Background: an optimization exercise with open tools, aiming at small area, a short achievable clock period and few clock cycles per item. Do not read the settings as production practice.
At most, simulation tests tie the RTL to the original design; equivalence was not proved.
For runs 1 and 2, only the layout was checked, not whether the RTL still works.
Power figures rest on the tool's default switching activity, not on a simulated workload.

==> flow/design.v <==
module fcodec_rx (
    input  wire        clk,
    input  wire        rst,
    input  wire        host_req,
    input  wire        host_we,
    input  wire [11:0] host_addr,
    input  wire [15:0] host_wdata,
    output wire        host_ack,
    output reg  [15:0] host_rdata,
    input  wire        rx_valid,
    input  wire        rx_fail,
    input  wire [7:0]  rx_data,
    output wire        rx_ready
);
    localparam [1:0] PH_IDLE   = 2'd0;
    localparam [1:0] PH_RECV   = 2'd1;
    localparam [1:0] PH_FAILED = 2'd2;
    localparam [1:0] PH_DEC    = 2'd3;
    localparam [3:0] ST_OK     = 4'h0;
    localparam [3:0] ST_TRUNC  = 4'h2;
    localparam [3:0] ST_INTEG  = 4'h3;
    localparam [3:0] ST_XPORT  = 4'h4;
    localparam [3:0] ST_BADHDR = 4'h5;
    localparam [3:0] ST_BADLEN = 4'h6;
    localparam [3:0] ST_INPROG = 4'hE;
    localparam [3:0] ST_NONE   = 4'hF;
    reg [1:0] phase;
    reg [2:0] operr;
    reg [3:0] rx_status;
    reg [8:0] rx_nbytes;
    reg [8:0] rx_count;
    reg [7:0] rx_len, rx_cmd, rx_ctrl, rx_csum_exp, rx_csum_rcv;
    reg       rx_valid_r;
    reg [8:0] trk_m;
    reg [7:0] trk_sum;
    reg [7:0] trk_last;
    reg [2:0] rot;
    reg [7:0] lo [0:7];
    reg [7:0] hi [0:2];
    reg [7:0] ring [0:247];
    reg [8:0] pf_addr;
    reg [7:0] pf_data;
    reg       pf_ok;
    reg [8:0] ma;
    wire ph_idle = (phase == PH_IDLE);
    wire ph_recv = (phase == PH_RECV);
    wire ph_fail = (phase == PH_FAILED);
    wire ph_dec  = (phase == PH_DEC);
    reg        pend;
    reg [11:0] p_addr;
    reg [15:0] p_data;
    reg  [1:0] p_phase;      
    reg        p_jrec;       
    wire [1:0] p_judge = p_jrec ? p_phase : phase;
    wire       j_idle  = (p_judge == PH_IDLE);
    wire       j_recv  = (p_judge == PH_RECV);
    wire       j_fail  = (p_judge == PH_FAILED);
    wire       p_rxf   = (p_addr[11:9] == 3'b010) && (p_addr[8:0] <= 9'd258);
    wire       p_ring  = p_rxf && !p_addr[8] && (p_addr[7:3] != 5'd0);
    wire       p_op    = (p_addr == 12'h000);
    wire       p_go    = pend && !(p_ring && j_idle && (p_addr[2:0] != rot - 3'd1));
    wire host_rxf  = (host_addr[11:9] == 3'b010);
    wire pf_match  = (pf_addr == host_addr[8:0]);
    reg  cnt_ok;      
    wire w_ok = !pend || (p_go && !p_op);
    assign host_ack = !ph_dec && (host_we ? w_ok : (!pend && (!host_rxf || (pf_ok && pf_match))));
    assign rx_ready = ph_recv && cnt_ok && !pend;
    wire host_wr   = host_req && host_we && host_ack;    
    wire ap        = p_go;                               
    wire rx_step   = rx_valid && rx_ready;
    wire step_byte = rx_step && !rx_fail;
    wire step_fail = rx_step && rx_fail;
    wire       rxf_hwr = ap && p_rxf && j_idle;
    always @(posedge clk) begin
        if (rst)
            pend <= 1'b0;
        else if (host_wr)
            pend <= 1'b1;
        else if (ap)
            pend <= 1'b0;
        if (host_wr) begin
            p_addr  <= host_addr;
            p_data  <= host_wdata;
            p_phase <= phase;
            p_jrec  <= !pend;
        end
    end
    wire [7:0] hdr0  = lo[0];
    wire [7:0] hdr1  = lo[1];
    wire [7:0] len_b = lo[2];
    wire [8:0] count_inc  = rx_count + 9'd1;
    wire       frame_done = step_byte && (rx_count >= 9'd3) && (rx_count == {1'b0, len_b} + 9'd3);
    wire       buf_we    = ph_recv ? step_byte : rxf_hwr;
    wire [8:0] buf_waddr = ph_recv ? rx_count : p_addr[8:0];
    wire [7:0] buf_wdata = ph_recv ? rx_data : p_data[7:0];
    reg        pw_we;
    reg  [4:0] pw_bank;
    reg  [7:0] pw_data;
    always @(posedge clk) begin
        if (rst)
            pw_we <= 1'b0;
        else
            pw_we <= step_byte && !rx_count[8] && (rx_count[7:3] != 5'd0);
        pw_bank <= rx_count[7:3];
        pw_data <= rx_data;
    end
    wire       inj_we   = pw_we || (rxf_hwr && p_ring);
    wire [4:0] inj_bank = pw_we ? pw_bank : p_addr[7:3];
    wire [7:0] inj_data = pw_we ? pw_data : p_data[7:0];
    always @(posedge clk) begin
        if (rst)
            rot <= 3'd0;
        else
            rot <= rot + 3'd1;
    end
    always @(posedge clk) begin
        if (buf_we && buf_waddr[8:3] == 6'd0)
            lo[buf_waddr[2:0]] <= buf_wdata;
        if (buf_we && buf_waddr[8] && buf_waddr[7:2] == 6'd0 && buf_waddr[1:0] != 2'd3)
            hi[buf_waddr[1:0]] <= buf_wdata;
    end
    genvar gb, gk;
    generate
        for (gb = 1; gb < 32; gb = gb + 1) begin : g_ring
            for (gk = 0; gk < 7; gk = gk + 1) begin : g_slot
                always @(posedge clk)
                    ring[(gb - 1) * 8 + gk] <= ring[(gb - 1) * 8 + gk + 1];
            end
            always @(posedge clk)
                ring[(gb - 1) * 8 + 7] <= (inj_we && inj_bank == gb) ? inj_data : ring[(gb - 1) * 8];
        end
    endgenerate
    function [7:0] fixed_rd(input [8:0] a);
        begin
            if (a[8])
                fixed_rd = (a[7:2] == 6'd0 && a[1:0] != 2'd3) ? hi[a[1:0]] : 8'd0;
            else
                fixed_rd = lo[a[2:0]];
        end
    endfunction
    wire       ma_fixed = ma[8] || (ma[7:3] == 5'd0);
    wire       ma_avail = ma_fixed || (ma[2:0] == rot);
    wire [7:0] ma_data  = ma_fixed ? fixed_rd(ma) : ring[(ma[7:3] - 5'd1) * 8 + 1];
    wire       walk     = ph_dec && (trk_m != rx_nbytes);
    wire       rd_req   = host_req && !host_we && host_rxf && !ph_dec;
    wire [8:0] req_addr = ph_dec ? trk_m : host_addr[8:0];
    wire       req      = rd_req || walk;
    wire       req_eq   = (pf_addr == req_addr);
    wire       req_hit  = req && pf_ok && req_eq;
    wire       req_miss = req && !req_eq;
    wire       req_fix  = req_addr[8] || (req_addr[7:3] == 5'd0);
    reg  [8:0] pf_addr_n, ma_n;
    reg  [7:0] pf_data_n;
    reg        pf_ok_n;
    always @(*) begin
        pf_addr_n = pf_addr;
        pf_data_n = pf_data;
        pf_ok_n   = pf_ok;
        ma_n      = ma;
        if (req_miss) begin
            pf_addr_n = req_addr;
            if (req_fix) begin
                pf_data_n = fixed_rd(req_addr);
                pf_ok_n   = 1'b1;
                ma_n      = req_addr + 9'd1;
            end else begin
                pf_ok_n   = 1'b0;
                ma_n      = req_addr;
            end
        end else if (req_hit || !pf_ok) begin
            pf_addr_n = ma;
            if (ma_avail) begin
                pf_data_n = ma_data;
                pf_ok_n   = 1'b1;
                ma_n      = ma + 9'd1;
            end else begin
                pf_ok_n   = 1'b0;
                ma_n      = ma;
            end
        end
        if (buf_we && buf_waddr == pf_addr_n) begin
            pf_ok_n = 1'b0;
            ma_n    = pf_addr_n;
        end
    end
    always @(posedge clk) begin
        pf_data <= pf_data_n;
        if (rst) begin
            pf_addr <= 9'd0;
            pf_ok   <= 1'b0;
            ma      <= 9'd0;
        end else begin
            pf_addr <= pf_addr_n;
            pf_ok   <= pf_ok_n;
            ma      <= ma_n;
        end
    end
    wire       trk_wr    = buf_we || (walk && req_hit);
    wire [8:0] trk_idx   = ph_dec ? trk_m : buf_waddr;
    wire [7:0] trk_byte  = ph_dec ? pf_data : buf_wdata;
    wire [8:0] trk_m1    = trk_m - 9'd1;
    wire [8:0] dec_n    = frame_done ? count_inc : rx_nbytes;
    wire [7:0] dec_sumx = frame_done ? (trk_sum + trk_last) : trk_sum;
    wire [7:0] dec_rcv  = frame_done ? rx_data : trk_last;
    wire [8:0] flen     = {1'b0, len_b} + 9'd4;
    wire [7:0] dec_exp  = 8'd0 - dec_sumx;
    reg  [3:0] chk_code;
    reg        chk_fail;
    always @(*) begin
        chk_fail = 1'b1;
        chk_code = ST_OK;
        if (dec_n < 9'd6)                         chk_code = ST_TRUNC;
        else if (hdr0 != 8'hAA || hdr1 != 8'hAA)  chk_code = ST_BADHDR;
        else if (len_b < 8'd2)                    chk_code = ST_BADLEN;
        else if (dec_n < flen)                    chk_code = ST_TRUNC;
        else if (dec_n > flen)                    chk_code = ST_BADLEN;
        else                                      chk_fail = 1'b0;
    end
    task automatic publish;
        begin
            phase <= PH_IDLE;
            if (chk_fail) begin
                rx_len      <= 8'd0;
                rx_cmd      <= 8'd0;
                rx_ctrl     <= 8'd0;
                rx_csum_exp <= 8'd0;
                rx_csum_rcv <= 8'd0;
                rx_valid_r  <= 1'b0;
                rx_status   <= chk_code;
            end else if (dec_exp == dec_rcv) begin
                rx_len      <= len_b;
                rx_cmd      <= lo[3];
                rx_ctrl     <= lo[4];
                rx_csum_exp <= dec_rcv;
                rx_csum_rcv <= dec_rcv;
                rx_valid_r  <= 1'b1;
                rx_status   <= ST_OK;
            end else begin
                rx_len      <= 8'd0;
                rx_cmd      <= 8'd0;
                rx_ctrl     <= 8'd0;
                rx_csum_exp <= dec_exp;
                rx_csum_rcv <= dec_rcv;
                rx_valid_r  <= 1'b0;
                rx_status   <= ST_INTEG;
            end
        end
    endtask
    wire [3:0] op_code  = p_data[3:0];
    wire       op_write = ap && p_op;
    wire       op_legal = (p_data[15:4] == 12'd0) &&
                          ((op_code <= 4'h5) || (op_code == 4'hF));
    wire       cnt_clr  = op_write && op_legal &&
                          ((op_code == 4'hF) || (op_code == 4'h4 && !j_recv && !j_fail));
    wire [8:0] count_nx = cnt_clr ? 9'd0 : (step_byte ? count_inc : rx_count);
    always @(posedge clk) begin
        if (rst)
            cnt_ok <= 1'b1;
        else
            cnt_ok <= count_nx[8] || (count_nx[7:3] == 5'd0) || (count_nx[2:0] == rot + 3'd1);
    end
    always @(posedge clk) begin
        if (rst) begin
            phase       <= PH_IDLE;
            operr       <= 3'd0;
            rx_status   <= ST_NONE;
            rx_nbytes   <= 9'd0;
            rx_count    <= 9'd0;
            rx_len      <= 8'd0;
            rx_cmd      <= 8'd0;
            rx_ctrl     <= 8'd0;
            rx_csum_exp <= 8'd0;
            rx_csum_rcv <= 8'd0;
            rx_valid_r  <= 1'b0;
            trk_m       <= 9'd0;
            trk_sum     <= 8'd0;
            trk_last    <= 8'd0;
        end else begin
            if (trk_wr) begin
                if (trk_idx == 9'd0) begin
                    trk_m    <= 9'd1;
                    trk_sum  <= 8'd0;
                    trk_last <= trk_byte;
                end else if (trk_idx == trk_m) begin
                    trk_m    <= trk_m + 9'd1;
                    if (trk_m >= 9'd4)
                        trk_sum <= trk_sum + trk_last;
                    trk_last <= trk_byte;
                end else if (trk_idx == trk_m1) begin
                    trk_last <= trk_byte;
                end else if (trk_idx >= 9'd3 && trk_idx < trk_m) begin
                    trk_m   <= 9'd0;
                    trk_sum <= 8'd0;
                end
            end
            if (step_byte) begin
                rx_count <= count_inc;
                if (frame_done) begin
                    rx_nbytes <= count_inc;
                    publish;
                end
            end else if (step_fail) begin
                rx_nbytes <= rx_count;
                phase     <= PH_FAILED;
                rx_status <= ST_XPORT;
            end
            if (ph_dec && trk_m == rx_nbytes)
                publish;
            if (ap && p_addr == 12'h00A && j_idle)
                rx_nbytes <= (p_data[8:0] > 9'd259) ? 9'd259 : p_data[8:0];
            if (op_write) begin
                if (!op_legal) begin
                    operr <= 3'd1;
                end else if (op_code == 4'hF) begin
                    operr       <= 3'd0;
                    phase       <= PH_IDLE;
                    rx_status   <= ST_NONE;
                    rx_nbytes   <= 9'd0;
                    rx_count    <= 9'd0;
                    rx_len      <= 8'd0;
                    rx_cmd      <= 8'd0;
                    rx_ctrl     <= 8'd0;
                    rx_csum_exp <= 8'd0;
                    rx_csum_rcv <= 8'd0;
                    rx_valid_r  <= 1'b0;
                end else if (op_code == 4'h4 || op_code == 4'h5) begin
                    if (j_recv) begin
                        operr <= 3'd2;
                    end else if (j_fail) begin
                        operr <= 3'd3;
                    end else begin
                        operr <= 3'd0;
                        if (op_code == 4'h4) begin
                            rx_count    <= 9'd0;
                            rx_len      <= 8'd0;
                            rx_cmd      <= 8'd0;
                            rx_ctrl     <= 8'd0;
                            rx_csum_exp <= 8'd0;
                            rx_csum_rcv <= 8'd0;
                            rx_valid_r  <= 1'b0;
                            rx_status   <= ST_INPROG;
                            phase       <= PH_RECV;
                        end else if (chk_fail || trk_m == rx_nbytes) begin
                            publish;
                        end else begin
                            phase <= PH_DEC;
                            if (trk_m > rx_nbytes) begin
                                trk_m   <= 9'd3;
                                trk_sum <= 8'd0;
                            end
                        end
                    end
                end else begin
                    operr <= 3'd0;
                end
            end
        end
    end
    wire [7:0] rx_plen = rx_valid_r ? (rx_len - 8'd2) : 8'd0;
    wire [1:0] ra = host_addr[1:0];
    reg  [8:0] g0, g2, g3, g4;
    always @(*) begin
        case (ra)
            2'd1:    g0 = {2'd0, operr, ph_fail, 1'b0, ph_recv, 1'b0};
            2'd3:    g0 = {5'd0, rx_status};
            default: g0 = 9'd0;
        endcase
        case (ra)
            2'd2:    g2 = rx_nbytes;
            2'd3:    g2 = rx_count;
            default: g2 = 9'd0;
        endcase
        case (ra)
            2'd0:    g3 = {1'b0, rx_len};
            2'd1:    g3 = {1'b0, rx_cmd};
            2'd2:    g3 = {1'b0, rx_ctrl};
            default: g3 = {1'b0, rx_plen};
        endcase
        case (ra)
            2'd0:    g4 = {1'b0, rx_csum_exp};
            2'd1:    g4 = {1'b0, rx_csum_rcv};
            2'd2:    g4 = {8'd0, rx_valid_r};
            default: g4 = 9'd0;
        endcase
    end
    wire [8:0] reg_rd = ({9{host_addr[4:2] == 3'd0}} & g0) | ({9{host_addr[4:2] == 3'd2}} & g2) |
                        ({9{host_addr[4:2] == 3'd3}} & g3) | ({9{host_addr[4:2] == 3'd4}} & g4);
    wire host_regs = (host_addr[11:5] == 7'd0);
    always @(*) begin
        host_rdata       = 16'h0000;
        host_rdata[8:0]  = ({9{host_regs}} & reg_rd) | ({9{host_rxf}} & {1'b0, pf_data});
    end
endmodule
==> flow/run.sh <==
#!/bin/bash
# synth_recipe.tcl (not shown) runs the flow's synth.tcl, then flattens the netlist and writes it again
# the make line also repeats each setting of config.mk as NAME=value (left out here)
make -C /OpenROAD-flow-scripts/flow DESIGN_CONFIG=/design/flow/config.mk WORK_HOME=/design/flow/orfs CLKGATE_MAP_FILE= SYNTH_SCRIPT=/design/flow/synth_recipe.tcl finish
==> flow/config.mk <==
export PLATFORM = sky130hd
export DESIGN_NAME = fcodec_rx
export DESIGN_NICKNAME = fcodec_rx
export VERILOG_FILES = /design/flow/design.v
export SDC_FILE = /design/flow/constraint.sdc
export NUM_CORES = 4
export LEC_CHECK = 0
export CAP_MARGIN = 20
export CORE_MARGIN = 2
export CORE_UTILIZATION = 40
export CTS_CLUSTER_DIAMETER = 80
export CTS_CLUSTER_SIZE = 28
export PLACE_DENSITY = 0.6
export SETUP_SLACK_MARGIN = 5
export SLEW_MARGIN = 20
==> flow/constraint.sdc <==
create_clock -name core_clock -period 10.0 [get_ports {clk}]
set_input_delay 2.0000 -clock core_clock [delete_from_list [all_inputs] [get_ports {clk}]]
set_output_delay 2.0000 -clock core_clock [all_outputs]
set_load 0.01 [all_outputs]
==> results_dict.tcl, run 1 <==
set metrics [dict create \
    status "timing/DRC/antenna clean" \
    finalSetupTns_ps 0 \
    placedCellCount 6486 \
    grt_usage 0.190 \
    synth.avg_cell_area_sq_um 13.7 \
    timing.fmax_ghz 0.185 \
    hp-class "reg2reg" \
    timing.rr.end "rx_status[1]$_SDFF_PP1_" \
    rsz0062_at_grt "true" \
    syn_to_final_growth_pct 12.6 \
    dp_hpwl_um 101000 \
    layout_min_cycle_time_ps 5400 \
    drcViolationCount 0 \
    die_h_um 396 \
    vias 33600 \
    first_global_vias 32000 \
    worst_ep_required_time_ps 8000 \
    cts_tree "built" \
    reg2reg_setup_slack_ps 5090 \
    dr.pass1.iters 6 \
    setup_ws_ps 4600 \
    pin_count 60 \
    finalSetupViolCount 0 \
    fp-row-count 143 \
    die_width_um 396 \
    port_buffers 52 \
    synth.yosys.seq_area_share 0.753 \
    hold_viol 0 \
    ys_types 94 \
    netlist_instances 4479 \
    leakage_uw 0.0265 \
    overflow 0 \
    synth_edf_count 127 \
    async_flop_share 0 \
    relSlewSlack 0.215 \
    h-tree-depth 3 \
    instances_no_fill 6687 \
    reg2reg_from "rx_count[0]$_SDFF_PP0_" \
    clk_path_buf_depth 3 \
    path_clk_slew_ps 100 \
    synth_area_leaders "dfxtp_1 (69%), edfxtp_1 (6.2%), mux2_2 (4.8%)" \
    cts_hold_buf 0 \
    die_area_sq_um 157000 \
    cp-end-kind "output pin" \
    synth_top_area_cell "dfxtp_1" \
    cp.arrival_ps 3400 \
    grt_pass1_wl_um 220000 \
    yosysWarnings 2 \
    via_per_inst 5.02 \
    power_uw 14100 \
    cts_root_buf "clkbuf_16" \
    r2r_cells 18 \
    syn_area_sq_um 61400 \
    antenna_found_initial 6 \
    drv_cap 0 \
    synth_top_area_share 0.691 \
    wl_per_cell_um 22.9 \
    place_ws_ps 2320 \
    worstSetupPathType "in2out" \
    tightest_slew_ps 1170 \
    crit_fanout 7 \
    initial_core_util 0.404 \
    crit_path_end "host_rdata[0]" \
    clock_latency_ps 770 \
    nNetsFinal 4724 \
    n_antenna_cell 0 \
    routed_wl_um 153000 \
    fin_crit_sh 0.540 \
    drv_slew 0 \
    synth_seq_cells 2244 \
    irDropWorstVdd_mv 0.160 \
    synthFlopType "dfxtp_1" \
    grt_max_degree 43 \
    core_sq_um 152000 \
    numCtsBuffers 99 \
    final_antenna_net_count 0 \
    min_path_cells 0 \
    powerDensity_nw_per_um2 205 \
    drive_above_1_share 0.165 \
    gp_congestion 0.927 \
    fin_worst_skew_ps 66.7 \
    start_kind "input port" \
    clock-sinks 2244 \
    drt_iter0_drc 2805 \
    crit_start "host_addr[1]" \
]
[routing by layer]
| metal | global-route usage | wire length [um] | vias up |
|---|---|---|---|
| met3 | 0.0288 | 9120 | 246 |
| met4 | 0.0648 | 5430 | 0 |
| met1 | 0.277 | 73200 | 16600 |
| met5 | 0 | 0 | - |
| li1 | - | - | 15700 |
| met2 | 0.288 | 65600 | 1093 |
[synthesized netlist by cell type (9+ instances only)]
cell and number:
clkbuf_1 131, a21oi_1 114, and2_1 19, o221ai_1 11
a311oi_1 12, xor2_1 41, nor2_1 214, o21a_1 11
o211ai_1 12, nor3_1 53, or3_1 13, dfxtp_1 2117
mux4_2 17, nand2b_1 18, a22oi_1 50, nor4_1 22
a221oi_1 41, a211oi_1 31, nand3b_1 12, inv_1 72
edfxtp_1 127, mux2_4 9, nand4_1 36, mux2_2 261
and3_1 27, nand2_1 307, a31oi_1 30, nand3_1 85
or4_1 15, o22ai_1 19, nor2b_1 9, o21ai_0 106
o31ai_1 11, ha_1 52, buf_1 20, a22o_1 30
xnor2_1 81, mux2i_1 95
[cell type report]
class / count / area, sq um
Fill cell: 13500 / 83000
Sequential cell: 2244 / 46200
Multi-Input combinational cell: 2008 / 15300
Tap cell: 2030 / 2540
Clock buffer: 106 / 2500
Timing Repair Buffer: 201 / 1910
Clock inverter: 23 / 409
Inverter: 73 / 297
Timing Repair inverter: 2 / 13.8
[worst max-delay path, cell delays in order]
cell and delay [ps]:
buf_12 100, buf_16 180, inv_12 60, or4_4 580, o22ai_2 160, a32o_2 210
buf_6 100
[cells by family (layout without fill, tap and decap cells)]
family,Yosys count,in the layout,synth area share
DFF,2244,2244,0.753
xor gates and xnor gates,124,124,0.0182
and+or+nand+nor,868,873,0.0665
other,1,7,0.0000611
buffers and inverters,238,405,0.0156
adders and majority gates,53,53,0.0109
muxes,385,385,0.0729
AOI/OAI and AO/OA,566,566,0.0631
[how the worst min path moves through the flow]
| stage | from | end |
|---|---|---|
| 2_1_floorplan | ring[101][0]$_DFF_P_ | ring[100][0]$_DFF_P_ |
| 3_3_place_gp | ring[236][5]$_DFF_P_ | ring[235][5]$_DFF_P_ |
| 3_5_place_dp | ring[114][4]$_DFF_P_ | ring[113][4]$_DFF_P_ |
| 4_1_cts | ring[221][3]$_DFF_P_ | ring[220][3]$_DFF_P_ |
| 5_1_grt | ring[221][3]$_DFF_P_ | ring[220][3]$_DFF_P_ |
| 6_report | ring[159][1]$_DFF_P_ | ring[158][1]$_DFF_P_ |
[registers in the layout, summed over array words and instances, names as in the netlist, 3 cells and up, named ones only]
signal and count:
rx_nbytes 9, trk_sum 8, p_addr 12, rx_csum_rcv 8, rx_len 8, rx_status 4
pw_bank 5, rx_ctrl 8, trk_last 8, lo 64, p_data 16, ma 9
trk_m 9, rx_cmd 8, rot 3, hi 24, rx_count 9, pf_addr 9
ring 1984, pw_data 8, rx_csum_exp 8, pf_data 8
[per-stage QoR]
stage	cell area, sq um	hold slack [ps]	utilization
2_1_floorplan	61800	310	-
6_report	69100	283	0.455
3_3_place_gp	64800	310	0.426
3_5_place_dp	64800	312	0.426
5_1_grt	69100	270	0.455
4_1_cts	68500	259	0.450
[cell usage in the layout (no fill, tap or decap), types with 12 or more instances in the layout]
cell,count
nand2b_1,17
nand3b_1,12
nor3_1,42
nand4_1,36
inv_1,68
clkdlybuf4s50_1,29
nand2_1,301
clkbuf_16,102
nor4_1,18
nor2_1,188
and2_1,17
mux2_2,260
a31oi_1,29
buf_4,129
a221oi_1,37
o21ai_1,26
a211oi_1,29
dfxtp_1,2117
nor2_2,23
mux4_2,17
buf_2,12
o21ai_0,67
ha_1,46
xor2_1,41
xnor2_1,77
and3_1,23
edfxtp_1,127
mux2i_1,85
nand3_1,82
a22o_1,30
o211ai_1,12
a21oi_2,18
a22oi_1,49
a21oi_1,96
[timing repair]
item / 4_1_cts / 5_1_grt
gates cloned: 10 / 5
pin swaps: 26 / 39
buffers inserted: 28 / 29
setup endpoints to repair: 107 / 83
resized for setup: 205 / 72
[where the power goes]
group          internal (uW)  switching, uW  leakage (uW)  total [uW]
clock                   1880           2770       0.00140        4640
sequential              9040           48.9        0.0182        9090
combinational            156            257       0.00689         413
total                  11100           3070        0.0265       14100
==> run 2: changes to the inputs <==
==> flow/flow/run.sh (new file) <==
#!/bin/bash
# Layout: the standard ORFS flow (standard.sh, synthesis included), with
# two changes:
#  - slow wide OR/NOR cells (or3, or4, nor3, nor4 and the 5-input
#    and-or/or-and cells) are added to the platform's don't-use list, so
#    that synthesis and the resizer build the port-to-port logic from
#    faster gates;
#  - clock tree: clkbuf_8 sink buffers in larger sink clusters, no dummy
#    loads.
# ORFS writes each step's log under orfs/logs/; make's own output goes to
# flow_make.log.
set -euo pipefail
export DONT_USE_CELLS="sky130_fd_sc_hd__or4_1 sky130_fd_sc_hd__or4_2 sky130_fd_sc_hd__or4_4 sky130_fd_sc_hd__or4b_1 sky130_fd_sc_hd__or4b_2 sky130_fd_sc_hd__or4b_4 sky130_fd_sc_hd__or4bb_1 sky130_fd_sc_hd__or4bb_2 sky130_fd_sc_hd__or4bb_4 sky130_fd_sc_hd__nor4_1 sky130_fd_sc_hd__nor4_2 sky130_fd_sc_hd__nor4_4 sky130_fd_sc_hd__nor4b_1 sky130_fd_sc_hd__nor4b_2 sky130_fd_sc_hd__nor4b_4 sky130_fd_sc_hd__nor4bb_1 sky130_fd_sc_hd__nor4bb_2 sky130_fd_sc_hd__nor4bb_4 sky130_fd_sc_hd__or3_1 sky130_fd_sc_hd__or3_2 sky130_fd_sc_hd__or3_4 sky130_fd_sc_hd__or3b_1 sky130_fd_sc_hd__or3b_2 sky130_fd_sc_hd__or3b_4 sky130_fd_sc_hd__nor3_1 sky130_fd_sc_hd__nor3_2 sky130_fd_sc_hd__nor3_4 sky130_fd_sc_hd__nor3b_1 sky130_fd_sc_hd__nor3b_2 sky130_fd_sc_hd__nor3b_4 sky130_fd_sc_hd__a2111o_1 sky130_fd_sc_hd__a2111o_2 sky130_fd_sc_hd__a2111o_4 sky130_fd_sc_hd__a2111oi_0 sky130_fd_sc_hd__a2111oi_1 sky130_fd_sc_hd__a2111oi_2 sky130_fd_sc_hd__a2111oi_4 sky130_fd_sc_hd__o2111a_1 sky130_fd_sc_hd__o2111a_2 sky130_fd_sc_hd__o2111a_4 sky130_fd_sc_hd__o2111ai_1 sky130_fd_sc_hd__o2111ai_2 sky130_fd_sc_hd__o2111ai_4 sky130_fd_sc_hd__o41ai_1 sky130_fd_sc_hd__o41ai_2 sky130_fd_sc_hd__o41ai_4 sky130_fd_sc_hd__o41a_1 sky130_fd_sc_hd__o41a_2 sky130_fd_sc_hd__o41a_4"
CTS="-sink_clustering_enable -repair_clock_nets -dont_use_dummy_load"
CTS="$CTS -buf_list sky130_fd_sc_hd__clkbuf_8 -sink_buffer_max_cap_derate 1.0"
CTS="$CTS -sink_clustering_size 18 -sink_clustering_max_diameter 50"
bash standard.sh "CTS_ARGS=$CTS" finish > flow_make.log 2>&1
==> flow/standard.sh (new file) <==
#!/bin/bash
# synth_recipe.tcl (not shown) runs the flow's synth.tcl, then flattens the netlist and writes it again
# the make line also repeats each setting of config.mk as NAME=value (left out here)
make -C /OpenROAD-flow-scripts/flow DESIGN_CONFIG=/design/flow/config.mk WORK_HOME=/design/flow/orfs CLKGATE_MAP_FILE= SYNTH_SCRIPT=/design/flow/synth_recipe.tcl "${@:-finish}"
--- a/flow/config.mk
+++ b/flow/config.mk
@@ -9,6 +9,4 @@
 export CORE_MARGIN = 2
 export CORE_UTILIZATION = 40
-export CTS_CLUSTER_DIAMETER = 80
-export CTS_CLUSTER_SIZE = 28
 export PLACE_DENSITY = 0.6
 export SETUP_SLACK_MARGIN = 5
removed: flow/run.sh
==> run 2 against run 1 <==
Compared with the run above: largest cell class unchanged; count of clock-buffer cells in the layout rose by 64; first-iteration DRC count fell by 2.9%; fmax fell by 0.92%; largest power group unchanged.
==> results_dict.tcl, run 2 <==
set metrics [dict create \
    status "timing/DRC/antenna clean" \
    cts_tree "built" \
    clk_path_buf_depth 3 \
    via_per_inst 5.02 \
    synth_seq_cells 2244 \
    rsz0062_at_grt "true" \
    cts_hold_buf 0 \
    dr.pass1.iters 5 \
    drt_iter0_drc 2725 \
    regMostFlops "ring" \
    netlist_instances 4479 \
    synth_top_area_cell "dfxtp_1" \
    leakage_uw 0.0263 \
    path_clk_slew_ps 100 \
    wl_per_cell_um 22.8 \
    layout_min_cycle_time_ps 5450 \
    yosysWarnings 2 \
    syn_area_sq_um 61400 \
    numCtsBuffers 170 \
    start_kind "input port" \
    critPathSlowestCell "o21ai_2" \
    max_stage_delay_ps 290 \
    fp-row-count 143 \
    synth_edf_count 127 \
    cts_root_buf "clkbuf_8" \
    finalSetupTns_ps 0 \
    grt_pass1_wl_um 220000 \
    gp_congestion 0.927 \
    crit_family "buffers and inverters" \
    multiInputGateArea_sq_um 15100 \
    drcViolationCount 0 \
    final_cell_mix "dfxtp_1 (2116), nand2_1 (302), mux2_2 (260)" \
    synth_top_area_share 0.691 \
    crit_fanout 7 \
    largest_reg_flops 1984 \
    powerDensity_nw_per_um2 199 \
    initial_core_util 0.404 \
    h-tree-depth 4 \
    power_uw 13600 \
    synth.yosys.seq_area_share 0.753 \
    fin_worst_skew_ps 137 \
    ys_types 94 \
    clock_latency_ps 930 \
    layout_commonest_cell "dfxtp_1" \
    routed_wl_um 153000 \
    clock-sinks 2244 \
    worstSetupPathType "in2out" \
    crit_top_cell "buf_4" \
    relSlewSlack 0.255 \
    seq_area_sq_um 46200 \
    die_width_um 396 \
    antenna_found_initial 7 \
    yosysMostFrequentCell "dfxtp_1" \
    pin_count 60 \
    drv_cap 0 \
    path_cells "buf_12 > buf_16 > buf_4 > buf_4 > mux2i_2 > o21ai_2 > a211oi_2 > o21ai_1 > buf_2" \
    nNetsFinal 4787 \
    port_buffers 52 \
    dp_hpwl_um 101000 \
    hp-class "reg2reg" \
    syn_to_final_growth_pct 11.3 \
    tightest_slew_ps 1110 \
    irDropWorstVdd_mv 0.148 \
    synthFlopType "dfxtp_1" \
    drive_above_1_share 0.169 \
    worst_ep_required_time_ps 8000 \
    fillers 13700 \
    vias 33700 \
    die_h_um 396 \
    synth.avg_cell_area_sq_um 13.7 \
    cp-end-kind "output pin" \
    final_antenna_net_count 0 \
    first_global_vias 32300 \
    synth_area_leaders "dfxtp_1 (69%), edfxtp_1 (6.2%), mux2_2 (4.8%)" \
    hold_viol 0 \
    finalSetupViolCount 0 \
    core_sq_um 152000 \
    die_area_sq_um 157000 \
    crit_buf_inv 5 \
    timing.fmax_ghz 0.183 \
    async_flop_share 0 \
    cp.arrival_ps 3450 \
    grt_max_degree 43 \
    drv_slew 0 \
    fin_crit_sh 0.545 \
    synth_common_cells "dfxtp_1 (2117), nand2_1 (307), mux2_2 (261), nor2_1 (214), clkbuf_1 (131)" \
    overflow 0 \
    grt_usage 0.191 \
]
-- run 2: changes by cell type in the layout (fill, tap and decap cells not counted), moves of 5 or more --
cell / change
clkbuf_16: -99
o21ai_0: -5
clkbuf_1: -7
clkinv_16: -5
clkbuf_8: +170
-- run 2: layout make-up --
type	instances	share of cell area
sequential	2244	0.677
multi-input combinational	2008	0.221
tap	2030	0.0372
clock buffer	170	0.0343
timing repair buffer	194	0.0266
inverter	73	0.00425
timing repair inverter	1	0.000128
antenna	2	0.0000733
-- run 2: worst paths after layout --
| path | cells after the start | end | slack (ps) | start |
|---|---|---|---|---|
| worst max register to register | 21 | rx_ctrl[7]$_SDFF_PP0_ | 5130 | rx_count[1]$_SDFF_PP0_ |
| worst min-delay path | 0 | ring[245][0]$_DFF_P_ | 250 | ring[246][0]$_DFF_P_ |
| worst max-delay path | 9 | host_rdata[3] | 4550 | host_addr[1] |
| worst min register to register | 0 | ring[245][0]$_DFF_P_ | 250 | ring[246][0]$_DFF_P_ |
-- run 2: cells by family (layout without fill, tap and decap cells) --
family | Yosys count | after routing | share of synthesized area
AO/OA/AOI/OAI | 566 | 566 | 0.0631
flip-flops | 2244 | 2244 | 0.753
multiplexers | 385 | 385 | 0.0729
buffers and inverters | 238 | 438 | 0.0156
adder cells (fa/ha/maj) | 53 | 53 | 0.0109
AND/OR/NAND/NOR | 868 | 873 | 0.0665
other | 1 | 9 | 0.0000611
XOR/XNOR | 124 | 124 | 0.0182
-- run 2: worst reg2reg max path, delay by kind of cell, from the launching register on --
family / cells / cell delay [ps]
AOI/OAI and AO/OA: 9 / 1510
and+or+nand+nor: 6 / 1260
adders and majority gates: 2 / 710
DFF: 1 / 660
buffers and inverters: 3 / 500
muxes: 1 / 170
-- run 2: timing repair --
item	CTS	global route
setup buffers	24	28
endpoints found under the setup margin	100	82
gates cloned	8	4
pin swaps	21	31
hold endpoints to repair	0	0
resized for setup	189	57
-- run 2: through the flow --
step | hold WS (ps) | util | area (sq um) | setup WS, ps | instances
3_5_place_dp | 312 | 0.426 | 64800 | 2320 | 6486
5_1_grt | 250 | 0.449 | 68300 | 4550 | 6721
2_1_floorplan | 310 | - | 61800 | 4310 | 4485
3_3_place_gp | 310 | 0.426 | 64800 | 2430 | 6485
4_1_cts | 254 | 0.445 | 67700 | 4630 | 6688
6_report | 254 | 0.449 | 68300 | 4550 | 6722
-- run 2: power breakdown --
| group | switching [uW] | leakage, uW | internal (uW) |
|---|---|---|---|
| combinational | 255 | 0.00683 | 159 |
| clock | 2590 | 0.00122 | 1520 |
| sequential | 49.5 | 0.0182 | 9040 |
| total | 2890 | 0.0263 | 10700 |
-- run 2: metal layers --
| layer | global-route usage | vias up | wire (um) |
|---|---|---|---|
| met4 | 0.0757 | 0 | 6070 |
| li1 | - | 15700 | - |
| met2 | 0.286 | 1068 | 65200 |
| met3 | 0.0298 | 303 | 8800 |
| met5 | 0 | - | 0 |
| met1 | 0.276 | 16700 | 73300 |
==> run 3: changes to the inputs <==
--- a/flow/design.v
+++ b/flow/design.v
@@ -47,43 +47,18 @@
     wire ph_fail = (phase == PH_FAILED);
     wire ph_dec  = (phase == PH_DEC);
-    reg        pend;
-    reg [11:0] p_addr;
-    reg [15:0] p_data;
-    reg  [1:0] p_phase;      
-    reg        p_jrec;       
-    wire [1:0] p_judge = p_jrec ? p_phase : phase;
-    wire       j_idle  = (p_judge == PH_IDLE);
-    wire       j_recv  = (p_judge == PH_RECV);
-    wire       j_fail  = (p_judge == PH_FAILED);
-    wire       p_rxf   = (p_addr[11:9] == 3'b010) && (p_addr[8:0] <= 9'd258);
-    wire       p_ring  = p_rxf && !p_addr[8] && (p_addr[7:3] != 5'd0);
-    wire       p_op    = (p_addr == 12'h000);
-    wire       p_go    = pend && !(p_ring && j_idle && (p_addr[2:0] != rot - 3'd1));
     wire host_rxf  = (host_addr[11:9] == 3'b010);
+    wire host_ring = host_rxf && !host_addr[8] && (host_addr[7:3] != 5'd0);
+    wire wr_wait   = host_ring && (host_addr[2:0] != rot);
     wire pf_match  = (pf_addr == host_addr[8:0]);
     reg  cnt_ok;      
-    wire w_ok = !pend || (p_go && !p_op);
-    assign host_ack = !ph_dec && (host_we ? w_ok : (!pend && (!host_rxf || (pf_ok && pf_match))));
-    assign rx_ready = ph_recv && cnt_ok && !pend;
-    wire host_wr   = host_req && host_we && host_ack;    
-    wire ap        = p_go;                               
+    assign host_ack = !ph_dec && !(host_rxf && (host_we ? (!host_addr[8] && (host_addr[7:3] != 5'd0) && (host_addr[2:0] != rot))
+                                                      : !(pf_ok && pf_match)));
+    assign rx_ready = ph_recv && cnt_ok;
+    wire host_wr   = host_req && host_we && host_ack;
     wire rx_step   = rx_valid && rx_ready;
     wire step_byte = rx_step && !rx_fail;
     wire step_fail = rx_step && rx_fail;
-    wire       rxf_hwr = ap && p_rxf && j_idle;
-    always @(posedge clk) begin
-        if (rst)
-            pend <= 1'b0;
-        else if (host_wr)
-            pend <= 1'b1;
-        else if (ap)
-            pend <= 1'b0;
-        if (host_wr) begin
-            p_addr  <= host_addr;
-            p_data  <= host_wdata;
-            p_phase <= phase;
-            p_jrec  <= !pend;
-        end
-    end
+    wire       is_rxf_addr = host_rxf && (host_addr[8:0] <= 9'd258);
+    wire       rxf_hwr     = host_wr && is_rxf_addr && ph_idle;
     wire [7:0] hdr0  = lo[0];
     wire [7:0] hdr1  = lo[1];
@@ -92,6 +67,6 @@
     wire       frame_done = step_byte && (rx_count >= 9'd3) && (rx_count == {1'b0, len_b} + 9'd3);
     wire       buf_we    = ph_recv ? step_byte : rxf_hwr;
-    wire [8:0] buf_waddr = ph_recv ? rx_count : p_addr[8:0];
-    wire [7:0] buf_wdata = ph_recv ? rx_data : p_data[7:0];
+    wire [8:0] buf_waddr = ph_recv ? rx_count : host_addr[8:0];
+    wire [7:0] buf_wdata = ph_recv ? rx_data : host_wdata[7:0];
     reg        pw_we;
     reg  [4:0] pw_bank;
@@ -101,11 +76,8 @@
             pw_we <= 1'b0;
         else
-            pw_we <= step_byte && !rx_count[8] && (rx_count[7:3] != 5'd0);
-        pw_bank <= rx_count[7:3];
-        pw_data <= rx_data;
+            pw_we <= buf_we && !buf_waddr[8] && (buf_waddr[7:3] != 5'd0);
+        pw_bank <= buf_waddr[7:3];
+        pw_data <= buf_wdata;
     end
-    wire       inj_we   = pw_we || (rxf_hwr && p_ring);
-    wire [4:0] inj_bank = pw_we ? pw_bank : p_addr[7:3];
-    wire [7:0] inj_data = pw_we ? pw_data : p_data[7:0];
     always @(posedge clk) begin
         if (rst)
@@ -128,5 +100,5 @@
             end
             always @(posedge clk)
-                ring[(gb - 1) * 8 + 7] <= (inj_we && inj_bank == gb) ? inj_data : ring[(gb - 1) * 8];
+                ring[(gb - 1) * 8 + 7] <= (pw_we && pw_bank == gb) ? pw_data : ring[(gb - 1) * 8];
         end
     endgenerate
@@ -247,10 +219,10 @@
         end
     endtask
-    wire [3:0] op_code  = p_data[3:0];
-    wire       op_write = ap && p_op;
-    wire       op_legal = (p_data[15:4] == 12'd0) &&
+    wire [3:0] op_code  = host_wdata[3:0];
+    wire       op_write = host_wr && (host_addr == 12'h000);
+    wire       op_legal = (host_wdata[15:4] == 12'd0) &&
                           ((op_code <= 4'h5) || (op_code == 4'hF));
     wire       cnt_clr  = op_write && op_legal &&
-                          ((op_code == 4'hF) || (op_code == 4'h4 && !j_recv && !j_fail));
+                          ((op_code == 4'hF) || (op_code == 4'h4 && !ph_recv && !ph_fail));
     wire [8:0] count_nx = cnt_clr ? 9'd0 : (step_byte ? count_inc : rx_count);
     always @(posedge clk) begin
@@ -307,6 +279,6 @@
             if (ph_dec && trk_m == rx_nbytes)
                 publish;
-            if (ap && p_addr == 12'h00A && j_idle)
-                rx_nbytes <= (p_data[8:0] > 9'd259) ? 9'd259 : p_data[8:0];
+            if (host_wr && host_addr == 12'h00A && ph_idle)
+                rx_nbytes <= (host_wdata[8:0] > 9'd259) ? 9'd259 : host_wdata[8:0];
             if (op_write) begin
                 if (!op_legal) begin
@@ -325,7 +297,7 @@
                     rx_valid_r  <= 1'b0;
                 end else if (op_code == 4'h4 || op_code == 4'h5) begin
-                    if (j_recv) begin
+                    if (ph_recv) begin
                         operr <= 3'd2;
-                    end else if (j_fail) begin
+                    end else if (ph_fail) begin
                         operr <= 3'd3;
                     end else begin
==> run 3 against run 2 <==
Compared with the run above: flip-flop and latch count decreased by 32; highest routed layer unchanged; critical path depth unchanged; non-clock buffer count decreased by 11; still clean; synthesized area decreased by 2.0%; global-route usage decreased by 0.33 points; die area decreased by 2.0%; clock power decreased by 4%; power decreased by 2.6%; critical path type unchanged.
==> results_dict.tcl, run 3 <==
set metrics [dict create \
    status "timing/DRC/antenna clean" \
    p_int_uw 10500 \
    timing.fmax_ghz 0.184 \
    grt_max_degree 50 \
    seq_area_sq_um 45300 \
    numCtsBuffers 160 \
    clock-sinks 2212 \
    wl_per_cell_um 22.4 \
    irDropWorstVdd_mv 0.159 \
    synth_top_area_cell "dfxtp_1" \
    routed_wl_um 146000 \
    rsz0062_at_grt "true" \
    synth.avg_cell_area_sq_um 13.9 \
    drv_slew 0 \
    yosysWarnings 2 \
    cts_tree "built" \
    final_cell_mix "dfxtp_1 (2108), mux2_2 (284), nand2_1 (229)" \
    powerDensity_nw_per_um2 199 \
    die_area_sq_um 153000 \
    synthFlopType "dfxtp_1" \
    clk_path_buf_depth 3 \
    setup_ws_ps 4560 \
    timing.rr.end "rx_status[0]$_SDFF_PP1_" \
    tightest_slew_ps 1130 \
    drcViolationCount 0 \
    finalSetupViolCount 0 \
    die_h_um 392 \
    fin_worst_skew_ps 117 \
    grt_usage 0.188 \
    worstSetupPathType "in2out" \
    dr.pass1.iters 6 \
    syn_to_final_growth_pct 10.8 \
    final_antenna_net_count 0 \
    async_flop_share 0 \
    largest_reg_flops 1984 \
    pwr-share-seq 0.675 \
    synth.yosys.seq_area_share 0.752 \
    synth_area_leaders "dfxtp_1 (70%), mux2_2 (5.4%), edfxtp_1 (4.8%)" \
    antenna_found_initial 4 \
    ys_types 96 \
    yosysMostFrequentCell "dfxtp_1" \
    synth_seq_cells 2212 \
    gp_congestion 0.916 \
    p_comb_frac 0.027 \
    crit_start "host_addr[1]" \
    finalSetupTns_ps 0 \
    p_sw_uw 2800 \
    crit_fanout 6 \
    place_ws_ps 2880 \
    synth_top_area_share 0.704 \
    path_clk_slew_ps 100 \
    relSlewSlack 0.248 \
    layout_min_cycle_time_ps 5440 \
    fillers 13500 \
    first_global_vias 31300 \
    die_width_um 392 \
    vias 32200 \
    drive_above_1_share 0.172 \
    r2r_cells 22 \
    h-tree-depth 4 \
    synth_common_cells "dfxtp_1 (2116), mux2_2 (287), nand2_1 (233), nor2_1 (184), clkbuf_1 (123)" \
    reg2reg_from "phase[1]$_SDFF_PP0_" \
    fin_crit_sh 0.544 \
    swShare 0.211 \
    min_path_cells 0 \
    hold_viol 0 \
    initial_core_util 0.402 \
    netlist_instances 4331 \
    cp.arrival_ps 3440 \
    crit_path_end "host_ack" \
    start_kind "input port" \
    reg2reg_setup_slack_ps 5150 \
    pin_count 60 \
    drt_iter0_drc 2272 \
    cts_root_buf "clkbuf_8" \
    dp_hpwl_um 96600 \
    fp-row-count 142 \
    worst_ep_required_time_ps 8000 \
    core_sq_um 150000 \
    overflow 0 \
    nNetsFinal 4611 \
    port_buffers 52 \
    regMostFlops "ring" \
    leakage_uw 0.0254 \
    cp-end-kind "output pin" \
    drv_cap 0 \
    hp-class "reg2reg" \
    multiInputGateArea_sq_um 14700 \
    layout_commonest_cell "dfxtp_1" \
    synth_edf_count 96 \
    via_per_inst 4.93 \
    clock_latency_ps 920 \
    pwr-share-clk 0.298 \
    syn_area_sq_um 60100 \
    grt_pass1_wl_um 210000 \
]
-- run 3: how the worst min path moves through the flow --
stage	from	end
2_1_floorplan	ring[101][0]$_DFF_P_	ring[100][0]$_DFF_P_
3_3_place_gp	ring[229][5]$_DFF_P_	ring[228][5]$_DFF_P_
3_5_place_dp	ring[162][6]$_DFF_P_	ring[161][6]$_DFF_P_
4_1_cts	ring[47][2]$_DFF_P_	ring[46][2]$_DFF_P_
5_1_grt	ring[20][0]$_DFF_P_	ring[19][0]$_DFF_P_
6_report	ring[150][0]$_DFF_P_	ring[149][0]$_DFF_P_
-- run 3: kinds of logic after synthesis --
logic type	share of synthesized area
other	0.0000624
multiplexers	0.0784
adder cells (fa/ha/maj)	0.0112
XOR/XNOR	0.0189
buffers and inverters	0.0156
AO/OA/AOI/OAI	0.0627
AND/OR/NAND/NOR	0.0608
flip-flops	0.752
-- run 3: metrics by stage --
stage | util | hold slack (ps) | total power (uW) | cells | cell area [sq um]
after floorplan | - | 310 | 9330 | 4337 | 60500
after global placement | 0.422 | 310 | 9480 | 6287 | 63100
after detailed placement | 0.422 | 312 | 9480 | 6287 | 63100
after CTS | 0.442 | 248 | 13400 | 6489 | 66100
after global routing | 0.445 | 255 | 13700 | 6531 | 66600
final | 0.445 | 259 | 13300 | 6532 | 66600
-- run 3: power by group through the flow --
stage          registers [uW]  clock network [uW]  logic (uW)
6_report                 8950                3960         356
5_1_grt                  8960                4390         378
4_1_cts                  8950                4080         348
3_5_place_dp             9150                   0         328
3_3_place_gp             9160                   0         326
2_1_floorplan            9110                   0         226
-- run 3: per-layer routing --
layer	track usage	wire length, um	vias up
met5	0	0	-
met4	0.0798	5730	0
met3	0.0324	7370	272
met2	0.293	65600	980
met1	0.257	67500	15800
li1	-	-	15200
-- run 3: timing repair --
action | CTS | global route
setup buffers | 35 | 38
pin swaps | 37 | 43
gates cloned | 7 | 3
hold buffers | 0 | 0
gates resized for setup | 176 | 55
setup endpoints to repair | 119 | 92
-- run 3: cell type report --
| cell class | count | area share |
|---|---|---|
| Sequential cell | 2212 | 0.679 |
| Inverter | 57 | 0.00336 |
| Timing Repair Buffer | 183 | 0.0257 |
| Multi-Input combinational cell | 1902 | 0.221 |
| Clock buffer | 160 | 0.0330 |
| Tap cell | 2016 | 0.0379 |
| Antenna cell | 2 | 0.0000751 |
-- run 3: critical path, stage by stage --
cell	delay [ps]
buf_8	100
buf_12	130
buf_4	130
buf_6	110
xor2_2	170
nor4_2	170
nand3_1	190
a31oi_1	260
buf_2	180
Testbench counts of run 3, summed over its fixed seeds: cycles 83,193, frames 960.
==> run 4: changes to the inputs <==
==> flow/flow/run.sh (replaced) <==
#!/bin/bash
# Layout: the standard ORFS flow (standard.sh, synthesis included), with
# two changes:
#  - slow wide OR/NOR cells (or3, or4, nor3, nor4 and the 5-input
#    and-or/or-and cells) are added to the platform's don't-use list
#    (DU repeats the platform's list, then adds these), so
#    that synthesis and the resizer build the port-to-port logic from
#    faster gates;
#  - clock tree: clkbuf_8 sink buffers in larger sink clusters, no dummy
#    loads.
# ORFS writes each step's log under orfs/logs/; make's own output goes to
# flow_make.log.
set -euo pipefail
DU="sky130_fd_sc_hd__probe_p_8 sky130_fd_sc_hd__probec_p_8 sky130_fd_sc_hd__lpflow_bleeder_1 sky130_fd_sc_hd__lpflow_clkbufkapwr_1 sky130_fd_sc_hd__lpflow_clkbufkapwr_16 sky130_fd_sc_hd__lpflow_clkbufkapwr_2 sky130_fd_sc_hd__lpflow_clkbufkapwr_4 sky130_fd_sc_hd__lpflow_clkbufkapwr_8 sky130_fd_sc_hd__lpflow_clkinvkapwr_1 sky130_fd_sc_hd__lpflow_clkinvkapwr_16 sky130_fd_sc_hd__lpflow_clkinvkapwr_2 sky130_fd_sc_hd__lpflow_clkinvkapwr_4 sky130_fd_sc_hd__lpflow_clkinvkapwr_8 sky130_fd_sc_hd__lpflow_decapkapwr_12 sky130_fd_sc_hd__lpflow_decapkapwr_3 sky130_fd_sc_hd__lpflow_decapkapwr_4 sky130_fd_sc_hd__lpflow_decapkapwr_6 sky130_fd_sc_hd__lpflow_decapkapwr_8 sky130_fd_sc_hd__lpflow_inputiso0n_1 sky130_fd_sc_hd__lpflow_inputiso0p_1 sky130_fd_sc_hd__lpflow_inputiso1n_1 sky130_fd_sc_hd__lpflow_inputiso1p_1 sky130_fd_sc_hd__lpflow_inputisolatch_1 sky130_fd_sc_hd__lpflow_isobufsrc_1 sky130_fd_sc_hd__lpflow_isobufsrc_16 sky130_fd_sc_hd__lpflow_isobufsrc_2 sky130_fd_sc_hd__lpflow_isobufsrc_4 sky130_fd_sc_hd__lpflow_isobufsrc_8 sky130_fd_sc_hd__lpflow_isobufsrckapwr_16 sky130_fd_sc_hd__lpflow_lsbuf_lh_hl_isowell_tap_1 sky130_fd_sc_hd__lpflow_lsbuf_lh_hl_isowell_tap_2 sky130_fd_sc_hd__lpflow_lsbuf_lh_hl_isowell_tap_4 sky130_fd_sc_hd__lpflow_lsbuf_lh_isowell_4 sky130_fd_sc_hd__lpflow_lsbuf_lh_isowell_tap_1 sky130_fd_sc_hd__lpflow_lsbuf_lh_isowell_tap_2 sky130_fd_sc_hd__lpflow_lsbuf_lh_isowell_tap_4 sky130_fd_sc_hd__or4_1 sky130_fd_sc_hd__or4_2 sky130_fd_sc_hd__or4_4 sky130_fd_sc_hd__or4b_1 sky130_fd_sc_hd__or4b_2 sky130_fd_sc_hd__or4b_4 sky130_fd_sc_hd__or4bb_1 sky130_fd_sc_hd__or4bb_2 sky130_fd_sc_hd__or4bb_4 sky130_fd_sc_hd__nor4_1 sky130_fd_sc_hd__nor4_2 sky130_fd_sc_hd__nor4_4 sky130_fd_sc_hd__nor4b_1 sky130_fd_sc_hd__nor4b_2 sky130_fd_sc_hd__nor4b_4 sky130_fd_sc_hd__nor4bb_1 sky130_fd_sc_hd__nor4bb_2 sky130_fd_sc_hd__nor4bb_4 sky130_fd_sc_hd__or3_1 sky130_fd_sc_hd__or3_2 sky130_fd_sc_hd__or3_4 sky130_fd_sc_hd__or3b_1 sky130_fd_sc_hd__or3b_2 sky130_fd_sc_hd__or3b_4 sky130_fd_sc_hd__nor3_1 sky130_fd_sc_hd__nor3_2 sky130_fd_sc_hd__nor3_4 sky130_fd_sc_hd__nor3b_1 sky130_fd_sc_hd__nor3b_2 sky130_fd_sc_hd__nor3b_4 sky130_fd_sc_hd__a2111o_1 sky130_fd_sc_hd__a2111o_2 sky130_fd_sc_hd__a2111o_4 sky130_fd_sc_hd__a2111oi_0 sky130_fd_sc_hd__a2111oi_1 sky130_fd_sc_hd__a2111oi_2 sky130_fd_sc_hd__a2111oi_4 sky130_fd_sc_hd__o2111a_1 sky130_fd_sc_hd__o2111a_2 sky130_fd_sc_hd__o2111a_4 sky130_fd_sc_hd__o2111ai_1 sky130_fd_sc_hd__o2111ai_2 sky130_fd_sc_hd__o2111ai_4 sky130_fd_sc_hd__o41ai_1 sky130_fd_sc_hd__o41ai_2 sky130_fd_sc_hd__o41ai_4 sky130_fd_sc_hd__o41a_1 sky130_fd_sc_hd__o41a_2 sky130_fd_sc_hd__o41a_4"
CTS="-sink_clustering_enable -repair_clock_nets -dont_use_dummy_load"
CTS="$CTS -buf_list sky130_fd_sc_hd__clkbuf_8 -sink_buffer_max_cap_derate 1.0"
CTS="$CTS -sink_clustering_size 18 -sink_clustering_max_diameter 50"
bash standard.sh "DONT_USE_CELLS=$DU" "CTS_ARGS=$CTS" finish > flow_make.log 2>&1
==> run 4 against run 3 <==
Compared with the run above: power decreased by 0.27%; clock power down 1%; routed wire length shrank 1.9%; global-route usage is 0.37 points lower; synthesized cell count down 1.9%; worst hold slack worse by 26 ps; critical endpoint unchanged; largest cell class unchanged.
==> results_dict.tcl, run 4 <==
set metrics [dict create \
    status "timing/DRC/antenna clean" \
    worstSetupPathType "in2out" \
    netlist_instances 4248 \
    crit_top_cell "buf_12" \
    synth.yosys.seq_area_share 0.752 \
    syn_area_sq_um 60200 \
    start_kind "input port" \
    path_cells "buf_12 > buf_12 > buf_8 > xnor2_2 > and4_1 > nand4_1 > a31oi_2 > buf_2" \
    die_width_um 392 \
    synth_compound_area_frac 0.0626 \
    cts_hold_buf 0 \
    die_area_sq_um 154000 \
    critPathSlowestCell "a31oi_2" \
    synth_top_family_by_area "multiplexers" \
    crit_buf_inv 4 \
    synth_edf_count 96 \
    synth_common_cells "dfxtp_1 (2116), mux2_2 (291), nor2_1 (232), nand2_1 (159), a21oi_1 (106)" \
    clk_path_buf_depth 3 \
    synthSimpleGateAreaFrac 0.0561 \
    via_per_inst 4.88 \
    pin_count 60 \
    synthMuxAreaShare 0.0844 \
    first_global_vias 30700 \
    timing.fmax_ghz 0.185 \
    leakage_uw 0.0257 \
    numCtsBuffers 158 \
    wl_per_cell_um 22.2 \
    finalSetupViolCount 0 \
    hp-class "reg2reg" \
    regMostFlops "ring" \
    cts_root_buf "clkbuf_8" \
    vias 31600 \
    layout_min_cycle_time_ps 5390 \
    drt_iter0_drc 2317 \
    clock-sinks 2212 \
    initial_core_util 0.402 \
    layout_commonest_cell "dfxtp_1" \
    syn_to_final_growth_pct 11.6 \
    synth_top_area_share 0.704 \
    worst_ep_required_time_ps 8000 \
    fillers 13400 \
    ys_types 88 \
    drive_above_1_share 0.191 \
    synthFlopType "dfxtp_1" \
    cts_tree "built" \
    dr.pass1.iters 6 \
    async_flop_share 0 \
    dp_hpwl_um 94000 \
    largest_reg_flops 1984 \
    yosysWarnings 2 \
    routed_wl_um 143000 \
    synth.avg_cell_area_sq_um 14.2 \
    grt_max_degree 33 \
    fin_worst_skew_ps 129 \
    synth_xor_area_frac 0.0189 \
    synth_top_area_cell "dfxtp_1" \
    die_h_um 392 \
    finalSetupTns_ps 0 \
    fin_crit_sh 0.539 \
    gp_congestion 0.909 \
    powerDensity_nw_per_um2 197 \
    irDropWorstVdd_mv 0.140 \
    relSlewSlack 0.244 \
    final_cell_mix "dfxtp_1 (2108), mux2_2 (289), nor2_1 (188)" \
    grt_usage 0.184 \
    cp-end-kind "output pin" \
    synth_fa_ha_area_frac 0.0111 \
    h-tree-depth 4 \
    final_antenna_net_count 0 \
    crit_fanout 6 \
    yosysMostFrequentCell "dfxtp_1" \
    synth_area_leaders "dfxtp_1 (70%), mux2_2 (5.4%), edfxtp_1 (4.8%)" \
    rsz0062_at_grt "true" \
    tightest_slew_ps 1130 \
    core_sq_um 150000 \
    synth_seq_cells 2212 \
    grt_pass1_wl_um 207000 \
    drv_slew 0 \
    path_clk_slew_ps 100 \
    crit_family "buffers and inverters" \
    drcViolationCount 0 \
    placedCellCount 6221 \
    fp-row-count 142 \
    hold_viol 0 \
    cp.arrival_ps 3390 \
    port_buffers 52 \
    antenna_found_initial 11 \
    max_stage_delay_ps 280 \
    overflow 0 \
    instances_no_fill 6468 \
    clock_latency_ps 910 \
    drv_cap 0 \
    nNetsFinal 4544 \
]
## run 4: final cells by class
class                      count  area [sq um]  area share
antenna                        5          12.5    0.000186
clock buffer                 158          2170      0.0324
inverter                      58           218     0.00324
multi-input combinational   1831         15100       0.224
sequential                  2212         45300       0.674
tap                         2016          2520      0.0375
timing repair buffer         188          1920      0.0286
## run 4: layer usage
metal | share of wire | GRT usage | up-vias | wire, um
li1 | - | - | 14900 | -
met1 | 0.46 | 0.252 | 15500 | 66300
met2 | 0.45 | 0.293 | 928 | 64400
met3 | 0.049 | 0.0301 | 280 | 7030
met4 | 0.039 | 0.0673 | 0 | 5600
met5 | 0 | 0 | - | 0
## run 4: path summary, 6_finish.rpt
check | cells after the start | slack [ps] | end | from
worst max-delay path | 8 | 4610 | host_ack | host_addr[1]
worst min-delay path | 0 | 230 | ring[52][1]$_DFF_P_ | ring[53][1]$_DFF_P_
worst min register to register | 0 | 230 | ring[52][1]$_DFF_P_ | ring[53][1]$_DFF_P_
worst max register to register | 24 | 5310 | rx_cmd[4]$_SDFF_PP0_ | phase[1]$_SDFF_PP0_
## run 4: what timing repair did
item / CTS / global route
setup endpoints to repair: 182 / 105
pin swaps: 47 / 54
cloned: 10 / 7
gates resized for setup: 175 / 97
setup buffers: 41 / 26
## run 4: logic make-up after synthesis
| group | count (synthesis) |
|---|---|
| AO/OA/AOI/OAI | 528 |
| XOR/XNOR | 128 |
| adder cells (fa/ha/maj) | 53 |
| buffers and inverters | 217 |
| flip-flops | 2212 |
| multiplexers | 425 |
| other | 1 |
| AND/OR/NAND/NOR | 684 |
## run 4: metrics by stage
step	utilization	hold WS [ps]	instance area, sq um	worst slack [ps]	total power (uW)
final	0.449	233	67200	4610	13200
after global routing	0.449	250	67200	4570	13700
after CTS	0.444	237	66400	4640	13300
after detailed placement	0.423	312	63400	2000	9470
after global placement	0.423	309	63400	2040	9470
after floorplan	-	310	60700	4260	9330
## run 4: power by group
part           internal [uW]  switching [uW]
clock                   1420            2510
combinational            147             228
sequential              8890            42.4

separate check: timing with driven ports:
No port has a modelled driver above. Below, the same layouts with a new extraction and two added sets of constraints. Step 1 sets driving cells, clkbuf_16 on the clock port and buf_2 on the other inputs (assumed; they add their load-dependent delay and slew). Step 2 times the ports against the registers' clock, not the clock port: input delays grow and output delays shrink by t, the midpoint of the rising clock arrivals with the driver on. Three values: ideal, step 1, step 2; two values: the first two.
run | t (ns) | setup slack, ns | slew at the worst register clock pin (ns)
run 1 | 0.809 | 4.599 / 4.526 / 4.177 | 0.11 / 0.11
run 2 | 0.933 | 4.549 / 4.494 / 4.051 | 0.11 / 0.11
run 3 | 0.920 | 4.559 / 4.519 / 4.089 | 0.11 / 0.11
run 4 | 0.885 | 4.606 / 4.545 / 4.061 | 0.11 / 0.11
After both steps setup and hold are still met in every run listed. For run 4, which loses most, drivers alone change the setup slack by -0.061 ns; drivers and shift together by -0.545 ns.
